This design comes from an exercise in tuning for small area, a short achievable clock period and few clock cycles per item on the open sky130 flow, not from production work.
Only simulation tests tie the RTL to the original design; equivalence was not proved.

## flow/design.v

```verilog
module lzc #(
    parameter W  = 28,
    parameter LW = 5            
) (
    input  wire [W-1:0]  x,
    output wire [LW-1:0] n
);
    localparam P = 1 << LW;     
    wire [P-1:0] xp = {x, 1'b1, {(P-W-1){1'b0}}};
    genvar l, i;
    generate
        for (l = 0; l <= LW; l = l + 1) begin : lv
            wire [(P >> l) - 1:0] v;
            wire [((P >> l) * (l > 0 ? l : 1)) - 1:0] c;
            if (l == 0) begin : b0
                assign v = xp;
                assign c = {P{1'b0}};
            end else begin : bl
                for (i = 0; i < (P >> l); i = i + 1) begin : g
                    wire vh = lv[l-1].v[2*i+1];
                    wire vl = lv[l-1].v[2*i];
                    assign v[i] = vh | vl;
                    if (l == 1) begin : c1
                        assign c[i] = !vh;
                    end else begin : cn
                        wire [l-2:0] ch = lv[l-1].c[(2*i+1)*(l-1) +: (l-1)];
                        wire [l-2:0] cl = lv[l-1].c[(2*i)*(l-1) +: (l-1)];
                        assign c[i*l +: l] = vh ? {1'b0, ch} : {1'b1, cl};
                    end
                end
            end
        end
    endgenerate
    assign n = lv[LW].c[LW-1:0];
endmodule
module fp_tail (
    input  wire               sgn,
    input  wire [26:0]        t,
    input  wire [4:0]         shr,
    input  wire signed [11:0] ef,
    input  wire               stk,
    output wire [31:0]        z
);
    wire [26:0] tz  = t >> shr;
    wire [26:0] msk = ~(27'h7FFFFFF << shr);
    wire        lost = |(t & msk);
    wire [23:0] sig    = tz[26:3];
    wire        guard  = tz[2];
    wire        sticky = tz[1] | tz[0] | lost | stk;
    wire        ovf    = sig[23] && (ef > 12'sd254);
    wire [30:0] pack   = {sig[23] ? ef[7:0] : 8'd0, sig[22:0]};
    wire        rnd    = guard & (sticky | sig[0]);
    wire [30:0] rounded = pack + {30'd0, rnd};
    assign z = ovf ? {sgn, 8'hFF, 23'd0} : {sgn, rounded};
endmodule
module fp_norm #(
    parameter W  = 28,
    parameter LW = 5,
    parameter RS = 1
) (
    input  wire               sgn,
    input  wire [W-1:0]       x,
    input  wire signed [11:0] e,
    input  wire               stk,
    output wire [31:0]        z
);
    wire        e_pos = (e > 12'sd0);
    wire [11:0] em1   = e - 12'sd1;
    wire [W-1:0] stop = (e_pos && em1 < W) ? ({{(W-1){1'b0}}, 1'b1} << (W - 1 - em1)) : {W{1'b0}};
    wire [LW-1:0] lz;
    lzc #(.W(W), .LW(LW)) u_lzc (.x(x | stop), .n(lz));
    wire [LW-1:0] shl = (RS && !e_pos) ? {LW{1'b0}} : lz;
    wire [W-1:0]  y   = x << shl;
    wire [11:0] nsh = 12'sd1 - e;
    wire [4:0]  shr = (!RS || e_pos) ? 5'd0 : ((nsh > 12'd27) ? 5'd27 : nsh[4:0]);
    wire signed [11:0] ef = e - $signed({{(12-LW){1'b0}}, shl});
    wire [31:0] rz;
    fp_tail u_tail (.sgn(sgn), .t({y[W-1:W-26], |y[W-27:0]}), .shr(shr), .ef(ef), .stk(stk), .z(rz));
    assign z = (x == {W{1'b0}}) ? {sgn, 31'd0} : rz;
endmodule
module fp_mul_a #(
    parameter WB   = 24,
    parameter BINT = 0
) (
    input  wire [31:0]        a,
    input  wire [31:0]        b,
    output wire [WB+51:0]     m
);
    localparam W = WB + 24;
    wire [7:0]  ea = a[30:23];
    wire [22:0] fa = a[22:0];
    wire nan_a  = (ea == 8'hFF) && (fa != 0);
    wire inf_a  = (ea == 8'hFF) && (fa == 0);
    wire zero_a = (ea == 8'h00) && (fa == 0);
    wire [23:0] ma = {ea != 0, fa};
    wire [9:0]  eae = (ea == 0) ? 10'd1 : {2'b0, ea};
    wire [WB-1:0] mb;
    wire nan_b, inf_b, zero_b, sb;
    wire signed [11:0] e;
    generate if (BINT) begin : g_int
        assign mb = b[WB-1:0];
        assign nan_b = 1'b0;
        assign inf_b = 1'b0;
        assign zero_b = (b[WB-1:0] == 0);
        assign sb = 1'b0;
        assign e = $signed({2'b0, eae}) + WB;
    end else begin : g_flt
        wire [7:0]  eb = b[30:23];
        wire [22:0] fb = b[22:0];
        assign mb = {eb != 0, fb};
        assign nan_b  = (eb == 8'hFF) && (fb != 0);
        assign inf_b  = (eb == 8'hFF) && (fb == 0);
        assign zero_b = (eb == 8'h00) && (fb == 0);
        assign sb = b[31];
        wire [9:0] ebe = (eb == 0) ? 10'd1 : {2'b0, eb};
        assign e = $signed({2'b0, eae}) + $signed({2'b0, ebe}) - 12'sd126;
    end endgenerate
    wire s = a[31] ^ sb;
    wire [1:0] spec = (nan_a || nan_b || (inf_a && zero_b) || (zero_a && inf_b)) ? 2'd1 :
                      (inf_a || inf_b) ? 2'd2 :
                      (zero_a || zero_b) ? 2'd3 : 2'd0;
    wire [W-1:0] x = ma * mb;
    wire [4:0] la, lb;
    lzc #(.W(24), .LW(5)) u_lza (.x(ma), .n(la));
    lzc #(.W(WB), .LW(5)) u_lzb (.x(mb), .n(lb));
    wire [5:0] lsum = la + lb;
    wire        e_pos = (e > 12'sd0);
    wire [11:0] emax  = e - 12'sd1;             
    wire [5:0]  sh1   = !e_pos ? 6'd0 : ((emax < {6'd0, lsum}) ? emax[5:0] : lsum);
    wire        cfix  = e_pos && ({6'd0, sh1} < emax);
    wire [11:0] nsh   = 12'sd1 - e;
    wire [4:0]  shr   = e_pos ? 5'd0 : ((nsh > 12'd27) ? 5'd27 : nsh[4:0]);
    wire signed [11:0] ef = e - $signed({6'd0, sh1});
    assign m = {spec, s, e_pos, cfix, sh1, shr, ef, x};
endmodule
module fp_mul_b #(
    parameter WB = 24
) (
    input  wire [WB+51:0] m,
    output wire [31:0]    z
);
    localparam W = WB + 24;
    wire [1:0]  spec  = m[W+27:W+26];
    wire        s     = m[W+25];
    wire        e_pos = m[W+24];
    wire        cfix  = m[W+23];
    wire [5:0]  sh1   = m[W+22:W+17];
    wire [4:0]  shr   = m[W+16:W+12];
    wire signed [11:0] ef0 = m[W+11:W];
    wire [W-1:0] x    = m[W-1:0];
    wire [W-1:0] y1  = x << sh1;
    wire        fix  = cfix && !y1[W-1];
    wire [W-1:0] y   = fix ? {y1[W-2:0], 1'b0} : y1;
    wire [26:0] tl   = {y[W-1:W-26], |y[W-27:0]};
    wire [26:0] tx   = {x[W-1:W-26], |x[W-27:0]};
    wire [26:0] tr   = tx >> shr;
    wire        lost = |(tx & ~(27'h7FFFFFF << shr));
    wire [26:0] t    = e_pos ? tl : {tr[26:1], tr[0] | lost};
    wire signed [11:0] ef = ef0 - $signed({11'd0, fix});
    wire [31:0] rz;
    fp_tail u_tail (.sgn(s), .t(t), .shr(5'd0), .ef(ef), .stk(1'b0), .z(rz));
    assign z = (spec == 2'd1) ? 32'h7FC00000 :
               (spec == 2'd2) ? {s, 8'hFF, 23'd0} :
               (spec == 2'd3) ? {s, 31'd0} : rz;
endmodule
module fp_add_a (
    input  wire [31:0] a,
    input  wire [31:0] b,
    output wire [40:0] m
);
    wire [7:0] ea = a[30:23], eb = b[30:23];
    wire nan_a = (ea == 8'hFF) && (a[22:0] != 0);
    wire nan_b = (eb == 8'hFF) && (b[22:0] != 0);
    wire inf_a = (ea == 8'hFF) && (a[22:0] == 0);
    wire inf_b = (eb == 8'hFF) && (b[22:0] == 0);
    wire [1:0] spec = (nan_a || nan_b || (inf_a && inf_b && (a[31] != b[31]))) ? 2'd1 :
                      (inf_a || inf_b) ? 2'd2 : 2'd0;
    wire sinf = inf_a ? a[31] : b[31];
    wire [7:0]  eae = (ea == 0) ? 8'd1 : ea;
    wire [7:0]  ebe = (eb == 0) ? 8'd1 : eb;
    wire [8:0]  dab = {1'b0, eae} - {1'b0, ebe};
    wire [7:0]  dba = ebe - eae;
    wire        swap = dab[8];                  
    wire        deq  = (eae == ebe);
    wire [23:0] ma  = {ea != 0, a[22:0]};
    wire [23:0] mb  = {eb != 0, b[22:0]};
    wire [7:0]  d   = swap ? dba : dab[7:0];
    wire [7:0]  el  = swap ? ebe : eae;
    wire [23:0] ml  = swap ? mb : ma;
    wire [23:0] ms  = swap ? ma : mb;
    wire        sub = a[31] ^ b[31];
    wire [4:0]  dsh = (d > 8'd26) ? 5'd26 : d[4:0];
    wire [25:0] sa  = {ms, 2'b00};
    wire [25:0] ssh = sa >> dsh;
    wire        sst = |(sa & ~(26'h3FFFFFF << dsh));
    wire [27:0] big = {1'b0, ml, 3'b000};
    wire [27:0] sml = {1'b0, ssh, sst};
    wire [27:0] rg  = sub ? (big - sml) : (big + sml);
    wire [24:0] dmab = {1'b0, ma} - {1'b0, mb};
    wire [23:0] dmba = mb - ma;
    wire        mge  = !dmab[24];
    wire [23:0] rc   = mge ? dmab[23:0] : dmba;
    wire        close = deq && sub;
    wire [27:0] r   = close ? {1'b0, rc, 3'b000} : rg;
    wire        sl  = close ? (mge ? a[31] : b[31]) : (swap ? b[31] : a[31]);
    assign m = {spec, sinf, a[31] & b[31], sl, el, r};
endmodule
module fp_add_b (
    input  wire [40:0] m,
    output wire [31:0] z
);
    wire [1:0]  spec  = m[40:39];
    wire        sinf  = m[38];
    wire        szero = m[37];
    wire        sl    = m[36];
    wire [7:0]  el    = m[35:28];
    wire [27:0] r     = m[27:0];
    wire        sg = (r == 0) ? szero : sl;
    wire signed [11:0] ex = $signed({4'b0, el}) + 12'sd1;
    wire [31:0] rz;
    fp_norm #(.W(28), .LW(5), .RS(0)) u_norm (.sgn(sg), .x(r), .e(ex), .stk(1'b0), .z(rz));
    assign z = (spec == 2'd1) ? 32'h7FC00000 :
               (spec == 2'd2) ? {sinf, 8'hFF, 23'd0} : rz;
endmodule
module fp_div_pre (
    input  wire [15:0] dt,
    output wire [15:0] dn,
    output wire [3:0]  sh,
    output wire        dz
);
    wire [3:0] lz;
    lzc #(.W(16), .LW(5)) u_lzc (.x(dt), .n({dz, lz}));
    assign dn = dt << lz;
    assign sh = lz;
endmodule
module fp_div_init (
    input  wire [31:0]  a,
    input  wire [3:0]   sh,
    input  wire         dz,
    output wire [113:0] st
);
    wire [7:0]  ea = a[30:23];
    wire [22:0] fa = a[22:0];
    wire nan_a  = (ea == 8'hFF) && (fa != 0);
    wire inf_a  = (ea == 8'hFF) && (fa == 0);
    wire zero_a = (ea == 8'h00) && (fa == 0);
    wire [23:0] m = {ea != 0, fa};
    wire [9:0]  eae = (ea == 0) ? 10'd1 : {2'b0, ea};
    wire signed [11:0] e = $signed({2'b0, eae}) + $signed({8'd0, sh}) - 12'sd15;
    wire [1:0] spec = (nan_a || (zero_a && dz)) ? 2'd1 :
                      (inf_a || dz)             ? 2'd2 :
                      zero_a                    ? 2'd3 : 2'd0;
    assign st = {spec, a[31], e, 26'd0, 26'd0, m[8:0], 4'd0, m[23:9], 19'd0};
endmodule
module fp_div_step #(
    parameter N = 1
) (
    input  wire [113:0] si,
    input  wire [15:0]  dn,
    output wire [113:0] so
);
    wire [25:0] qp [0:N];
    wire [25:0] qn [0:N];
    wire [8:0]  nb [0:N];
    wire [18:0] ws [0:N];
    wire [18:0] wc [0:N];
    assign qp[0] = si[98:73];
    assign qn[0] = si[72:47];
    assign nb[0] = si[46:38];
    assign ws[0] = si[37:19];
    assign wc[0] = si[18:0];
    wire [18:0] dpos = {3'b000, dn};
    genvar k;
    generate
        for (k = 0; k < N; k = k + 1) begin : st
            wire [18:0] s2 = {ws[k][17:0], nb[k][8]};
            wire [18:0] c2 = {wc[k][17:0], 1'b0};
            wire [3:0]  yh = s2[18:15] + c2[18:15];
            wire        qpos = !yh[3];                
            wire        qneg = yh[3] && (yh != 4'b1111);
            wire [18:0] ad = qpos ? ~dpos : (qneg ? dpos : 19'd0);
            wire [18:0] c2q = {c2[18:1], qpos};
            wire [18:0] sm = s2 ^ c2q ^ ad;
            wire [18:0] cy = (s2 & c2q) | (s2 & ad) | (c2q & ad);
            assign ws[k+1] = sm;
            assign wc[k+1] = {cy[17:0], 1'b0};
            assign nb[k+1] = {nb[k][7:0], 1'b0};
            assign qp[k+1] = {qp[k][24:0], qpos};
            assign qn[k+1] = {qn[k][24:0], qneg};
        end
    endgenerate
    assign so = {si[113:99], qp[N], qn[N], nb[N], ws[N], wc[N]};
endmodule
module fp_div_fin1 (
    input  wire [113:0] st,
    input  wire [15:0]  dn,
    output wire [41:0]  f
);
    wire [25:0] qp   = st[98:73];
    wire [25:0] qn   = st[72:47];
    wire [18:0] ws   = st[37:19];
    wire [18:0] wc   = st[18:0];
    wire [18:0] w    = ws + wc;
    wire        neg  = w[18];
    wire [18:0] wd   = w + {3'b000, dn};
    wire        stk  = neg ? (wd != 19'd0) : (w != 19'd0);
    wire [25:0] q    = qp - qn - {25'd0, neg};
    assign f = {st[113:99], q, stk};
endmodule
module fp_div_fin2 (
    input  wire [41:0] f,
    output wire [31:0] z
);
    wire [1:0]  spec = f[41:40];
    wire        sgn  = f[39];
    wire signed [11:0] e = f[38:27];
    wire [25:0] q    = f[26:1];
    wire        stk  = f[0];
    wire [31:0] rz;
    fp_norm #(.W(28), .LW(5), .RS(1)) u_norm (.sgn(sgn), .x({q, 2'b00}), .e(e), .stk(stk), .z(rz));
    assign z = (spec == 2'd1) ? 32'h7FC00000 :
               (spec == 2'd2) ? {sgn, 8'hFF, 23'd0} :
               (spec == 2'd3) ? {sgn, 31'd0} : rz;
endmodule
module pid4 (
    input  wire        clk,
    input  wire        rst,
    input  wire        cmd_valid,
    output wire        cmd_ready,
    input  wire [1:0]  cmd_op,       
    input  wire [1:0]  cmd_wheel,
    input  wire [31:0] cmd_a0,       
    input  wire [31:0] cmd_a1,       
    input  wire [31:0] cmd_a2,       
    input  wire [15:0] cmd_dt,       
    output reg         rsp_valid,
    output reg  [31:0] rsp_out,      
    output reg         rsp_numerr,   
    output reg  [31:0] rsp_integ     
);
    localparam OP_UPDATE = 2'd0;
    localparam OP_RESET  = 2'd1;
    localparam OP_GAINS  = 2'd2;
    localparam OP_RANGE  = 2'd3;
    localparam DPS = 3;
    localparam NS  = 9;
    localparam SD0 = 5;                
    localparam SD  = SD0 + NS + 1;     
    localparam SS  = SD + 2;           
    localparam SL  = SS + 1;           
    reg stall;                         
    assign cmd_ready = !stall;
    wire accept = cmd_valid && !stall && !rst;
    reg [SL-1:0] vld;                  
    reg [1:0]    op [0:SL-1];
    reg [1:0]    wh [0:SL-1];
    integer j;
    always @(posedge clk) begin
        if (rst) begin
            vld   <= {SL{1'b0}};
            stall <= 1'b0;
        end else begin
            stall <= !stall && vld[0] && op[0] == OP_UPDATE && vld[1] && op[1] == OP_UPDATE &&
                     wh[0] == wh[1];
            if (stall)
                vld <= {vld[SL-2:2], 1'b0, vld[1:0]};
            else
                vld <= {vld[SL-2:0], accept};
        end
        if (!stall) begin
            op[0] <= cmd_op;
            wh[0] <= cmd_wheel;
            op[1] <= op[0];
            wh[1] <= wh[0];
        end
        for (j = 2; j < SL; j = j + 1) begin
            op[j] <= op[j-1];
            wh[j] <= wh[j-1];
        end
    end
    reg [31:0] kp [0:3];
    reg [31:0] ki [0:3];
    reg [31:0] kd [0:3];
    reg [31:0] prev [0:3];
    reg [31:0] integ [0:3];
    reg [24:0] lim [0:3];
    reg [31:0] e0;
    reg [15:0] dt0;
    always @(posedge clk) begin
        if (!stall) begin
            e0  <= cmd_a0;
            dt0 <= cmd_dt;
        end
    end
    integer w;
    always @(posedge clk) begin
        for (w = 0; w < 4; w = w + 1) begin
            if (rst) begin
                kp[w] <= 32'd0;
                ki[w] <= 32'd0;
                kd[w] <= 32'd0;
            end else if (accept && cmd_op == OP_GAINS && cmd_wheel == w) begin
                kp[w] <= cmd_a0;
                ki[w] <= cmd_a1;
                kd[w] <= cmd_a2;
            end
        end
    end
    wire [31:0] prev_r = prev[wh[0]];
    wire [40:0] ua_z;
    fp_add_a u_add_ua (.a(e0), .b({~prev_r[31], prev_r[30:0]}), .m(ua_z));
    wire [67:0] ta_z;
    fp_mul_a #(.WB(16), .BINT(1)) u_mul_ta (.a(e0), .b({16'd0, dt0}), .m(ta_z));
    wire [15:0] dn_z;
    wire [3:0]  dsh_z;
    wire        dz_z;
    fp_div_pre u_dpre (.dt(dt0), .dn(dn_z), .sh(dsh_z), .dz(dz_z));
    reg [40:0] ua1;
    reg [67:0] ta1;
    reg [31:0] e1, kp1, kd1, ki1;
    reg [15:0] dn1;
    reg [3:0]  dsh1;
    reg        dz1;
    always @(posedge clk) begin
        if (!stall) begin
            ua1 <= ua_z;
            ta1 <= ta_z;
            e1  <= e0;
            kp1 <= kp[wh[0]];
            kd1 <= kd[wh[0]];
            ki1 <= ki[wh[0]];
            dn1 <= dn_z; dsh1 <= dsh_z; dz1 <= dz_z;
        end
    end
    always @(posedge clk) begin
        for (w = 0; w < 4; w = w + 1) begin
            if (rst)
                prev[w] <= 32'd0;
            else if (!stall && vld[0] && wh[0] == w && op[0] == OP_UPDATE)
                prev[w] <= e0;
            else if (!stall && vld[0] && wh[0] == w && op[0] == OP_RESET)
                prev[w] <= 32'd0;
        end
    end
    wire [31:0] u_z, t_z;
    fp_add_b u_add_ub (.m(ua1), .z(u_z));
    fp_mul_b #(.WB(16)) u_mul_tb (.m(ta1), .z(t_z));
    wire [75:0] pa_z;
    fp_mul_a u_mul_pa (.a(kp1), .b(e1), .m(pa_z));
    wire [31:0] isum_z;
    wire        f2r = vld[2] && wh[2] == wh[1] && op[2] == OP_RESET;
    wire        f3u = vld[3] && wh[3] == wh[1] && op[3] == OP_UPDATE;
    wire        f3r = vld[3] && wh[3] == wh[1] && op[3] == OP_RESET;
    wire [31:0] integ_n = (f2r || f3r) ? 32'd0 : f3u ? isum_z : integ[wh[1]];
    reg [31:0] u2, t2, kd2, ki2, integ2;
    reg [75:0] pa2;
    reg [24:0] l2;
    reg [15:0] dn2;
    reg [3:0]  dsh2;
    reg        dz2;
    always @(posedge clk) begin
        u2  <= u_z;
        t2  <= t_z;
        pa2 <= pa_z;
        kd2 <= kd1;
        ki2 <= ki1;
        l2  <= e1[24:0];
        dn2 <= dn1; dsh2 <= dsh1; dz2 <= dz1;
        integ2 <= integ_n;
    end
    wire [40:0] ia_z;
    fp_add_a u_add_ia (.a(integ2), .b(t2), .m(ia_z));
    wire [31:0] p_z;
    fp_mul_b u_mul_pb (.m(pa2), .z(p_z));
    wire [75:0] va_z;
    fp_mul_a u_mul_va (.a(kd2), .b(u2), .m(va_z));
    reg [40:0] ia3;
    reg [75:0] va3;
    reg [31:0] ki3, ki4, p3, p4, p5, p6;
    reg [24:0] l3;
    reg [15:0] dn3, dn4;
    reg [3:0]  dsh3, dsh4;
    reg        dz3, dz4;
    always @(posedge clk) begin
        ia3 <= ia_z;
        va3 <= va_z;
        p3  <= p_z;
        p4  <= p3;
        p5  <= p4;
        p6  <= p5;
        ki3 <= ki2;
        ki4 <= ki3;
        l3  <= l2;
        dn3 <= dn2; dsh3 <= dsh2; dz3 <= dz2;
        dn4 <= dn3; dsh4 <= dsh3; dz4 <= dz3;
    end
    fp_add_b u_add_ib (.m(ia3), .z(isum_z));
    always @(posedge clk) begin
        for (w = 0; w < 4; w = w + 1) begin
            if (rst)
                integ[w] <= 32'd0;
            else if (vld[3] && wh[3] == w && op[3] == OP_UPDATE)
                integ[w] <= isum_z;
            else if (vld[3] && wh[3] == w && op[3] == OP_RESET)
                integ[w] <= 32'd0;
        end
    end
    wire [31:0] v_z;
    fp_mul_b u_mul_vb (.m(va3), .z(v_z));
    reg [31:0] v4;
    always @(posedge clk) v4 <= v_z;
    reg [31:0] ig [4:SS];
    always @(posedge clk) begin
        ig[4] <= (op[3] == OP_RANGE) ? {7'd0, l3} : isum_z;
        for (j = 5; j <= SS; j = j + 1)
            ig[j] <= ig[j-1];
    end
    wire [75:0] iia_z;
    fp_mul_a u_mul_ia (.a(ki4), .b(ig[4]), .m(iia_z));
    reg [75:0] iia5;
    always @(posedge clk) iia5 <= iia_z;
    wire [31:0] i_z;
    fp_mul_b u_mul_ib (.m(iia5), .z(i_z));
    reg [31:0] i6;
    always @(posedge clk) i6 <= i_z;
    wire [40:0] s1a_z;
    fp_add_a u_add_s1a (.a(p6), .b(i6), .m(s1a_z));
    reg [40:0] s1a7;
    always @(posedge clk) s1a7 <= s1a_z;
    wire [31:0] s1_z;
    fp_add_b u_add_s1b (.m(s1a7), .z(s1_z));
    reg [31:0] s1 [8:SD];
    always @(posedge clk) begin
        s1[8] <= s1_z;
        for (j = 9; j <= SD; j = j + 1)
            s1[j] <= s1[j-1];
    end
    wire [113:0] dinit;
    fp_div_init u_dinit (.a(v4), .sh(dsh4), .dz(dz4), .st(dinit));
    reg [113:0] ds [SD0:SD-2];
    reg [15:0] dd [SD0:SD-2];
    genvar g;
    generate
        for (g = 0; g < NS; g = g + 1) begin : g_div
            localparam N = (26 - DPS * g < DPS) ? 26 - DPS * g : DPS;
            wire [113:0] si = (g == 0) ? dinit : ds[SD0 - 1 + g];
            wire [15:0] di = (g == 0) ? dn4 : dd[SD0 - 1 + g];
            wire [113:0] so;
            fp_div_step #(.N(N)) u_step (.si(si), .dn(di), .so(so));
            always @(posedge clk) begin
                ds[SD0 + g] <= so;
                dd[SD0 + g] <= di;
            end
        end
    endgenerate
    wire [41:0] df_z;
    fp_div_fin1 u_dfin1 (.st(ds[SD-2]), .dn(dd[SD-2]), .f(df_z));
    reg [41:0] df;
    always @(posedge clk) df <= df_z;
    wire [31:0] d_z;
    fp_div_fin2 u_dfin2 (.f(df), .z(d_z));
    reg [31:0] d;
    always @(posedge clk) d <= d_z;
    wire [40:0] sa_z;
    fp_add_a u_add_sa (.a(s1[SD]), .b(d), .m(sa_z));
    reg [40:0] sa;
    always @(posedge clk) sa <= sa_z;
    wire [31:0] s_z;
    fp_add_b u_add_sb (.m(sa), .z(s_z));
    reg [31:0] s;
    always @(posedge clk) s <= s_z;
    function [31:0] u2f(input [24:0] x);
        integer k;
        reg [4:0] lz;
        reg [24:0] n;
        begin
            lz = 5'd0;
            for (k = 0; k < 25; k = k + 1)
                if (x[k]) lz = 5'd24 - k[4:0];
            n = x << lz;
            if (x == 25'd0)
                u2f = 32'd0;
            else
                u2f = {1'b0, 8'd151 - {3'b0, lz}, n[23:1]};
        end
    endfunction
    wire [1:0]  wl = wh[SS];
    wire [31:0] lw = u2f(lim[wl]);
    wire        s_nan = (s[30:23] == 8'hFF) && (s[22:0] != 0);
    wire        s_big = s[30:0] > lw[30:0];
    wire [31:0] clamped = s_nan ? 32'd0 :
                          s_big ? {s[31], lw[30:0]} :
                          s;
    always @(posedge clk) begin
        for (w = 0; w < 4; w = w + 1) begin
            if (rst)
                lim[w] <= 25'd0;
            else if (vld[SS] && wl == w && op[SS] == OP_RANGE)
                lim[w] <= ig[SS][24:0];
        end
    end
    always @(posedge clk) begin
        if (rst) rsp_valid <= 1'b0;
        else     rsp_valid <= vld[SS] && op[SS] == OP_UPDATE;
        rsp_out    <= clamped;
        rsp_numerr <= s_nan;
        rsp_integ  <= ig[SS];
    end
endmodule
```

## flow/flow/run.sh

```bash
#!/bin/bash
# The standard layout (standard.sh: the standard flow's synthesis, floorplan, power grid,
# placement, clock tree, routing, at the design's clock period and
# constraints), with ORFS's repair_timing asked to leave 14 ns of setup slack
# instead of 0, so that it sizes and buffers the logic for a shorter achieved
# period. make's full output goes to flow_make.log here; each ORFS step also
# keeps its own log under orfs/logs.
set -euo pipefail
cd "$(dirname "$0")/.."
bash standard.sh SETUP_SLACK_MARGIN=14 finish > flow_make.log 2>&1
```

## flow/standard.sh

```bash
#!/bin/bash
# synth_recipe.tcl (not shown) runs the flow's synth.tcl, then flattens the netlist and writes it again
# the make line also repeats each setting of config.mk as NAME=value (left out here)
make -C /OpenROAD-flow-scripts/flow DESIGN_CONFIG=/design/flow/config.mk WORK_HOME=/design/flow/orfs CLKGATE_MAP_FILE= SYNTH_SCRIPT=/design/flow/synth_recipe.tcl "${@:-finish}"
```

## flow/config.mk

```make
export PLATFORM = sky130hd
export DESIGN_NAME = pid4
export DESIGN_NICKNAME = pid4
export VERILOG_FILES = /design/flow/design.v
export SDC_FILE = /design/flow/constraint.sdc
export NUM_CORES = 4
export LEC_CHECK = 0
export CAP_MARGIN = 20
export CORE_MARGIN = 2
export CORE_UTILIZATION = 45
export SLEW_MARGIN = 20
```

## flow/constraint.sdc

```tcl
create_clock -name core_clock -period 22.0 [get_ports {clk}]
set_input_delay 4.4000 -clock core_clock [delete_from_list [all_inputs] [get_ports {clk}]]
set_output_delay 4.4000 -clock core_clock [all_outputs]
set_load 0.01 [all_outputs]
```

==> results of run 1 <==
[critical path, delay by kind of cell, from the launching register on]
family / cells / cell delay (ns)
AOI/OAI and AO/OA: 26 / 4.80
and+or+nand+nor: 7 / 1.31
muxes: 3 / 1.05
buffers and inverters: 8 / 1.03
adders and majority gates: 3 / 0.76
DFF: 1 / 0.39
xor gates and xnor gates: 1 / 0.12
[routing by layer]
layer | global-route usage, % | vias up
li1 | - | 103000
met3 | 3.98 | 1954
met5 | 0 | -
met4 | 12.3 | 18
met2 | 45.3 | 8854
met1 | 38.1 | 109000
[sequential cells by signal, summed over array words and instances (netlist names), 42 cells and up]
name and flops:
dd 144, df 42, ds 711, ig 448, iia5 76, integ 128, kd 128, ki 128
kp 128, lim 100, pa2 76, prev 128, s1 256, ta1 68, va3 76
[layout make-up]
type / count / area (um2) / area share, %
multi-input combinational: 21700 / 178000 / 58.0
sequential: 3747 / 78300 / 25.5
timing repair buffer: 1382 / 13900 / 4.53
inverter: 3296 / 12500 / 4.06
clock buffer: 536 / 11200 / 3.64
tap: 8008 / 10000 / 3.26
clock inverter: 211 / 2900 / 0.944
antenna: 77 / 193 / 0.0627
timing repair inverter: 1 / 7.51 / 0.00244
[stage by stage]
stage,setup slack (ns),std cells
floorplan,13.02,30500
global placement,9.30,37500
detailed placement,9.46,37500
CTS,12.43,38600
global route,11.93,39000
finish,12.22,39000
[worst paths after layout]
| check | to | cells after the start | from |
|---|---|---|---|
| worst max-delay path | ua1[26] | 48 | wh[0][0] |
| worst min-delay path | ds[13][78] | 0 | ds[12][76] |
| worst max register to register | ua1[26] | 48 | wh[0][0] |
| worst min register to register | ds[13][78] | 0 | ds[12][76] |
[cell usage in the layout (no fill, tap or decap), types with 313 or more instances in the layout]
cell       instances
and2_1           851
edfxtp_1         313
nand3_1          490
clkbuf_16        426
buf_4            916
nand2_1         4418
xor2_1           330
mux2i_1          688
nor3_1           438
a21o_1           371
a21oi_1         2191
mux4_2           467
xnor2_1          592
o21ai_0         1049
inv_1           3223
nor2_1          1931
ha_1            1470
dfxtp_1         3371
fa_1            2172
[cells by family after synthesis]
| family | Yosys count | synth area share, % |
|---|---|---|
| AO/OA/AOI/OAI | 5930 | 13.7 |
| XOR/XNOR | 962 | 3.14 |
| adder cells (fa/ha/maj) | 3739 | 23.4 |
| buffers and inverters | 5064 | 7.15 |
| flip-flops | 3747 | 28.9 |
| multiplexers | 1348 | 7.23 |
| AND/OR/NAND/NOR | 9751 | 16.4 |
[timing repair]
| action | in CTS | in global routing |
|---|---|---|
| setup endpoints to repair | 669 | 647 |
| cloned | 53 | 28 |
| pin swaps | 318 | 419 |
| gates resized for setup | 830 | 679 |
| setup buffers | 387 | 254 |
==> reports/results.ini, run 1 <==
[status]
status=finished with violations
check.faults=max-capacitance violations, max-slew violations

[yosys]
synth_ff_type=dfxtp_1
synthMostInstantiatedCell=nand2_1
synthTopCellsByArea=dfxtp_1 (25%), fa_1 (16%), ha_1 (7.1%)
syn_inst=30500
synth.distinct_cells=142
synth_area_mm2=0.270
avgSynthCellArea_um2=8.84
synth.largest_area_cell=dfxtp_1
yosysWarningCount=27
ys_ff_latch=3747
yosysSeqAreaShare_pct=28.9
synth_common_cells=nand2_1 (4457), dfxtp_1 (3434), inv_1 (3258), a21oi_1 (2314), fa_1 (2195)
synth_edf_count=313
yosys.area.top_type_share_pct=25.5
async_flop_share_pct=0
syn-num-nets=34400

[sta]
post-route-min-period_ns=9.78
tightest_slew_ns=1.55
finalSetupViolations=0
drv_slew=8
finalHoldViolCount=0
fin_crit_sh_pct=44.4
rsz0062_at_grt=yes
fin_worst_skew_ns=0.0921
slew_headroom_pct=-4.29
timing.hold.ws_ns=0.271
setup_tns_ns=0
max_freq_ghz=0.102

[global_routing]
grt_pass1_wl_um=1340000
grt_overflow=0
grt_max_degree=117
grt_pass1_vias=218000
antenna_found_initial=64
grt_usage_pct=28.2

[die]
boundaryPins=186
num_rows=284
initial_core_util_pct=45.2
die_area_mm2=0.606
chipHeight_um=779
core_area_mm2=0.598
die_x_um=779

[critical_path]
cp.required_ns=22.73
cp_slowest_cell=or4_4
arrival_ns=10.50
cp_slowest_stage_delay_ns=0.55
worst-setup-path-type=flip-flop to flip-flop
reg2reg_slack_ns=12.22
start_kind=flip-flop
crit_top_cell=a21o_1
worstSetupEndpointType=flip-flop
crit_fanout=7

[clock_tree]
cts.clk_slew.worst_paths_ns=0.06
h-tree-depth=5
cts.sinks=3747
cts-root-buf=clkbuf_16
cts_made_buffers=400
cts_tree=built
cts_hold_buf=0
clk_latency_ns=1.05
clockBufferDepth=4

[drt]
routedWlPerCell_um=22.8
wl_met3_um=64300
wl_um=888000
drt-met1-wl_um=375000
drtIter0Drc=19800
top_layer=met5
antenna_left=0
wl_met2_um=403000
viasPerCell=5.71
drc=0
drtPass1Iterations=8
vias=223000

[cells_and_area]
syn_to_final_growth_pct=13.8
final_area_mm2=0.307
finish.utilization_pct=51.4
fillers=55400
drive_gt1_share_pct=11.9
nets=34400

[placement]
io_buffers=185
placed_cell_area_mm2=0.279
finalWeightedCongestion=0.957
dpl.hpwl_um=633000

[job]
max_cap_violations=1

[hold_path]
hold_path_class=flip-flop to flip-flop

Testbench counts, summed over its fixed seeds: cycles 3,354, updates 2,699.
==> run 2: changes to the inputs <==
--- a/flow/design.v
+++ b/flow/design.v
@@ -408,3 +408,8 @@
     end
-    wire [31:0] prev_r = prev[wh[0]];
+    wire        pfw = vld[0] && wh[0] == cmd_wheel;
+    wire [31:0] prev_n = (pfw && op[0] == OP_UPDATE) ? e0 :
+                         (pfw && op[0] == OP_RESET)  ? 32'd0 : prev[cmd_wheel];
+    reg  [31:0] prev_r;
+    always @(posedge clk)
+        if (!stall) prev_r <= prev_n;
     wire [40:0] ua_z;
==> reports/results.ini, run 2 <==
[status]
status=complete, no violations

[cells_and_area]
syn_to_final_growth_pct=13.3
fillers=56000  ; +1.0%
largest_reg_flops=711  ; unchanged
final_common_cell=nand2_1
layout_common_cells=nand2_1 (4356), dfxtp_1 (3359), inv_1 (3211), a21oi_1 (2235), fa_1 (2171)
drive_gt1_share_pct=11.8  ; -0.058 points
reg_top3=ds (711), ig (448), s1 (256)
largest_register=ds
instances_no_fill=39200  ; +0.53%
final_area_mm2=0.308  ; +0.30%
nets=34600  ; +0.66%

[global_routing]
grt_max_degree=101  ; -14%
antenna_found_initial=45  ; -30%
grt_pass1_vias=222000  ; +2.0%
grt_usage_pct=27.7  ; -0.48 points
grt_overflow=0  ; unchanged
grt_pass1_wl_um=1340000  ; -0.15%

[yosys]
synthMostInstantiatedCell=nand2_1
synth_area_mm2=0.272  ; +0.69%
async_flop_share_pct=0  ; unchanged
yosys.area.top_type_share_pct=25.3  ; -0.17 points
synth_compound_area_share_pct=13.9  ; +0.21 points
synth.distinct_cells=140  ; -1.4%
muxShareOfSynthArea_pct=7.12  ; -0.11 points
synth_common_cells=nand2_1 (4403), dfxtp_1 (3434), inv_1 (3268), a21oi_1 (2363), fa_1 (2195)
yosysSeqAreaShare_pct=29.1  ; +0.16 points
synth.largest_area_cell=dfxtp_1
syn_inst=30800  ; +0.85%
avgSynthCellArea_um2=8.83  ; -0.16%
yosys.area_share.simple_pct=16.5  ; +0.031 points
syn-num-nets=34600  ; +0.75%
ys_ff_latch=3779  ; +0.85%
synth_top_family_by_area=adder cells
synthXorXnorAreaFrac_pct=3.06  ; -0.083 points
synth_ff_type=dfxtp_1
yosysWarningCount=27  ; unchanged
synth_edf_count=345  ; +10%
synthTopCellsByArea=dfxtp_1 (25%), fa_1 (16%), ha_1 (7.1%)
synthAdderAreaFrac_pct=23.2  ; -0.18 points

[sta]
fin_crit_sh_pct=39.4  ; -5.1 points
setup_tns_ns=0  ; unchanged
post-route-min-period_ns=8.66  ; -1.11 ns
max_freq_ghz=0.115  ; +13%
fin_worst_skew_ns=0.156  ; +0.0643 ns
timing.hold.ws_ns=0.242  ; -0.0286 ns
finalSetupViolations=0  ; unchanged
finalHoldViolCount=0  ; unchanged
drv_slew=0  ; -8
tightest_slew_ns=1.37  ; -0.186 ns
rsz0062_at_grt=yes
slew_headroom_pct=8.07  ; +12 points

[die]
die_x_um=781  ; +0.34%
chipHeight_um=781  ; +0.34%
boundaryPins=186  ; unchanged
die_area_mm2=0.611  ; +0.69%
initial_core_util_pct=45.2  ; about the same
core_area_mm2=0.602  ; +0.71%
num_rows=285  ; +0.35%

[critical_path]
cp_slowest_cell=or4_4
reg2reg_slack_ns=13.34  ; +1.11 ns
cp_slowest_stage_delay_ns=0.52  ; -0.03 ns
crit_fanout=5  ; -2
r2r_end=ia3[27]
start_kind=flip-flop
cp.required_ns=22.93  ; +0.20 ns
arrival_ns=9.60  ; -0.90 ns
worstSetupEndpointType=flip-flop
r2r_start=t2[24]
reg2reg_depth=46  ; -4.2%
crit_top_cell=a21oi_1
worst-setup-path-type=flip-flop to flip-flop

[drt]
wl_um=884000  ; -0.51%
routedWlPerCell_um=22.5  ; -1.0%
drtIter0Drc=19000  ; -4.3%
drtPass1Iterations=6  ; -2
drc=0  ; unchanged
antenna_left=0  ; unchanged
vias=224000  ; +0.62%
viasPerCell=5.71  ; about the same

[clock_tree]
clk_latency_ns=1.12  ; +0.07 ns
cts-root-buf=clkbuf_16
cts.sinks=3779  ; +0.85%
cts_made_buffers=404  ; +1.0%
h-tree-depth=5  ; unchanged
cts.clk_slew.worst_paths_ns=0.06  ; about the same
cts_hold_buf=0  ; unchanged
cts_tree=built
clockBufferDepth=4  ; unchanged

[placement]
finalWeightedCongestion=0.949  ; -0.77%
dp.cells=37700  ; +0.66%
dpl.hpwl_um=631000  ; -0.23%
io_buffers=185  ; unchanged
placed_cell_area_mm2=0.281  ; +0.71%

[hold_path]
hold_start=l2[22]
hold_path_class=flip-flop to flip-flop
hold_end=l3[22]
hold_depth=0  ; unchanged

[job]
max_cap_violations=0  ; -1

## run 2: through the flow
stage	util, %	setup slack, ns
global route	51.2	12.92
CTS	50.2	13.48
global placement	46.7	11.30
finish	51.2	13.34
detailed placement	46.7	11.24
floorplan	-	13.36
## run 2: repair_timing
item,4_1_cts,5_1_grt
pin swaps,302,449
gates cloned,38,34
buffers inserted,403,256
gates resized for setup,726,771
setup endpoints to repair,563,531
## run 2: cell families (layout without fill, tap and decap cells)
| logic type | after synthesis | after routing |
|---|---|---|
| DFF | 3779 | 3779 |
| xor gates and xnor gates | 944 | 944 |
| adders and majority gates | 3735 | 3735 |
| muxes | 1350 | 1350 |
| and+or+nand+nor | 9804 | 9817 |
| buffers and inverters | 5114 | 5448 |
| other | 0 | 21 |
| AOI/OAI and AO/OA | 6075 | 6078 |
## run 2: per-layer routing
metal  GRT usage [%]  share of wire, %
met5               0            0.0084
met4            11.9               4.9
met3            3.69               7.0
met2            45.6                46
met1            36.8                42
## run 2: area by class of cell
| type | instances | area, um2 | area share (%) |
|---|---|---|---|
| antenna | 21 | 52.6 | 0.0171 |
| clock buffer | 533 | 11300 | 3.66 |
| clock inverter | 223 | 2710 | 0.878 |
| inverter | 3303 | 12500 | 4.06 |
| multi-input combinational | 21900 | 179000 | 58.0 |
| sequential | 3779 | 79300 | 25.7 |
| tap | 8036 | 10100 | 3.26 |
| timing repair buffer | 1386 | 13400 | 4.35 |
| timing repair inverter | 3 | 22.5 | 0.00731 |
## run 2: worst max-delay path by stage
stage	startpoint	end	slack, ns
6_report	t2[24]	ia3[27]	13.34
5_1_grt	t2[24]	ia3[27]	12.92
4_1_cts	prev_r[23]	ua1[24]	13.48
3_5_place_dp	e0[24]	ua1[25]	11.24
3_3_place_gp	e0[24]	ua1[25]	11.30
2_1_floorplan	stall	cmd_ready	13.36
## run 2: worst max-delay path: cells and delay by family, from the launching register on
family | cells | cell delay (ns)
flip-flops | 1 | 0.34
AND/OR/NAND/NOR | 7 | 1.39
buffers and inverters | 7 | 0.76
AO/OA/AOI/OAI | 25 | 4.18
adder cells (fa/ha/maj) | 4 | 1.09
multiplexers | 3 | 0.87
Testbench counts of run 2, summed over its fixed seeds: cycles 3,354, updates 2,699.
==> run 3: changes to the inputs <==
--- a/flow/config.mk
+++ b/flow/config.mk
@@ -7,5 +7,5 @@
 export LEC_CHECK = 0
-export CAP_MARGIN = 20
+export CAP_MARGIN = 40
 export CORE_MARGIN = 2
 export CORE_UTILIZATION = 45
-export SLEW_MARGIN = 20
+export SLEW_MARGIN = 40
==> reports/results.ini, run 3 <==
[status]
status=complete, no violations

[drt]
vias=223000  ; -0.39%
wl_met3_um=61000  ; -1.0%
wl_met2_um=406000  ; -0.58%
routedWlPerCell_um=22.4  ; -0.40%
drc=0  ; unchanged
top_layer=met5
viasPerCell=5.71  ; -0.11%
wl_um=878000  ; -0.67%
drtIter0Drc=19100  ; +0.93%
antenna_left=0  ; unchanged
drtPass1Iterations=6  ; unchanged
drt-met1-wl_um=369000  ; -0.31%

[sta]
fin_worst_skew_ns=0.0818  ; -0.0746 ns
rsz0062_at_grt=yes
finalHoldViolCount=0  ; unchanged
setup_tns_ns=0  ; unchanged
finalSetupViolations=0  ; unchanged
timing.hold.ws_ns=0.286  ; +0.0440 ns
tightest_slew_ns=0.943  ; -0.423 ns
drv_slew=0  ; unchanged
max_freq_ghz=0.114  ; -1.0%
post-route-min-period_ns=8.75  ; +0.0885 ns
fin_crit_sh_pct=39.8  ; +0.40 points
slew_headroom_pct=36.5  ; +28 points

[clock_tree]
cts_hold_buf=0  ; unchanged
clockBufferDepth=4  ; unchanged
cts.clk_slew.worst_paths_ns=0.06  ; about the same
cts_tree=built
cts-root-buf=clkbuf_16
clk_latency_ns=1.05  ; -0.07 ns
h-tree-depth=5  ; unchanged
cts_made_buffers=402  ; -0.50%
cts.sinks=3779  ; unchanged

[cells_and_area]
final_common_cell=nand2_1
drive_gt1_share_pct=11.7  ; -0.15 points
seq_area_mm2=0.0793  ; about the same
largest_reg_flops=711  ; unchanged
finish.utilization_pct=51.0  ; -0.14 points
nets=34500  ; -0.31%
reg_top3=ds (711), ig (448), s1 (256)
fillers=56100  ; +0.082%
syn_to_final_growth_pct=13.0
largest_register=ds
instances_no_fill=39100  ; -0.28%
multiInputGateArea_mm2=0.179  ; +0.15%
layout_common_cells=nand2_1 (4357), dfxtp_1 (3366), inv_1 (3218), a21oi_1 (2229), fa_1 (2172)

[die]
die_x_um=781  ; unchanged
boundaryPins=186  ; unchanged
chipHeight_um=781  ; unchanged
num_rows=285  ; unchanged
initial_core_util_pct=45.2  ; unchanged
core_area_mm2=0.602  ; unchanged
die_area_mm2=0.611  ; unchanged

[yosys]
yosysWarningCount=27  ; unchanged
yosys.area.top_type_share_pct=25.3  ; unchanged
yosysSeqAreaShare_pct=29.1  ; unchanged
avgSynthCellArea_um2=8.83  ; unchanged
synth.largest_area_cell=dfxtp_1
ys_ff_latch=3779  ; unchanged
synth_ff_type=dfxtp_1
async_flop_share_pct=0  ; unchanged
synth_area_mm2=0.272  ; unchanged
synthMostInstantiatedCell=nand2_1
synth_common_cells=nand2_1 (4403), dfxtp_1 (3434), inv_1 (3268), a21oi_1 (2363), fa_1 (2195)
synth_edf_count=345  ; unchanged
synth.distinct_cells=140  ; unchanged
syn_inst=30800  ; unchanged
synthTopCellsByArea=dfxtp_1 (25%), fa_1 (16%), ha_1 (7.1%)
syn-num-nets=34600  ; unchanged

[critical_path]
cp.required_ns=22.74  ; -0.19 ns
crit_fanout=5  ; unchanged
cp_slowest_cell=or4_4
worst-setup-path-type=flip-flop to flip-flop
arrival_ns=9.49  ; -0.11 ns
worstSetupEndpointType=flip-flop
start_kind=flip-flop
critical-path-top-delay-family=compound AO/OA/AOI/OAI gates
crit_buf_inv=8  ; +1
cp_slowest_stage_delay_ns=0.56  ; +0.04 ns

[placement]
dpl.hpwl_um=633000  ; +0.25%
dp.cells=37700  ; +0.040%
io_buffers=185  ; unchanged
finalWeightedCongestion=0.949  ; unchanged

[job]
max_cap_violations=0  ; unchanged

[global_routing]
grt_pass1_vias=221000  ; -0.47%
antenna_found_initial=42  ; -6.7%
grt_pass1_wl_um=1330000  ; -0.31%
grt_max_degree=101  ; unchanged
grt_overflow=0  ; unchanged
grt_usage_pct=27.7  ; -0.088 points

[hold_path]
hold_path_class=flip-flop to flip-flop

-- run 3: cell type report --
cell class              instances  share of cell area (%)
inverters                    3303                    4.07
multi-input cells           21900                    58.3
repair buffers               1282                    4.03
clock buffers                 542                    3.73
flip-flops and latches       3779                    25.8
clock inverters               206                   0.793
well taps                    8036                    3.27
repair inverters                3                 0.00733
diodes                         26                  0.0212
-- run 3: worst paths after layout --
| kind | startpoint | endpoint | slack, ns | depth (start not counted) |
|---|---|---|---|---|
| worst max-delay path | prev_r[25] | ua1[24] | 13.25 | 46 |
| worst max register to register | prev_r[25] | ua1[24] | 13.25 | 46 |
| worst min-delay path | ds[7][47] | ds[8][50] | 0.29 | 0 |
| worst min register to register | ds[7][47] | ds[8][50] | 0.29 | 0 |
-- run 3: metrics by stage --
stage	setup WS, ns	instance area (um2)
final	13.25	307000
after global routing	12.71	307000
after CTS	13.34	302000
after global placement	11.30	281000
after floorplan	13.36	273000
after detailed placement	11.22	282000
-- run 3: routing by layer --
| layer | up-vias | GRT usage, % |
|---|---|---|
| met2 | 8318 | 45.5 |
| met5 | - | 0 |
| li1 | 103000 | - |
| met3 | 1831 | 3.85 |
| met1 | 110000 | 36.7 |
| met4 | 4 | 11.3 |
-- run 3: cells by family after synthesis --
group,share of synthesized area (%)
buf+inv,7.12
xor+xnor,3.06
compound gates,13.9
fa+ha+maj,23.2
simple gates,16.5
flops,29.1
mux,7.12
-- run 3: timing repair --
| item | 4_1_cts | 5_1_grt |
|---|---|---|
| gates cloned | 39 | 20 |
| buffers inserted | 293 | 254 |
| gates resized for setup | 671 | 769 |
| pin swaps | 282 | 465 |
| endpoints found under the setup margin | 493 | 553 |

## re-timing with driven ports
The results above use ideal ports. As a check the final layouts listed here were re-extracted and re-timed, cells and wires unchanged. Step 1 assumes that a clkbuf_16 drives the clock port and a buf_2 every other input. Step 2 adds t to the input delays and takes it off the output delays; t is the mean of the earliest and latest rising clock arrival at the registers after step 1. Input paths then give back, and output paths get back, about the clock's delay inside the block. Three values: no drivers, after step 1, after step 2; two values: the first two.
run | t, ns | setup slack, ns | hold WS [ns] | slew at the worst register clock pin (ns)
run 1 | 1.147 | 12.225 / 12.225 / 12.225 | 0.271 / 0.271 / 0.271 | 0.08 / 0.08
run 2 | 1.153 | 13.336 / 13.336 / 13.336 | 0.242 / 0.242 / 0.242 | 0.08 / 0.08
run 3 | 1.147 | 13.247 / 13.247 / 13.247 | 0.286 / 0.286 / 0.286 | 0.08 / 0.08
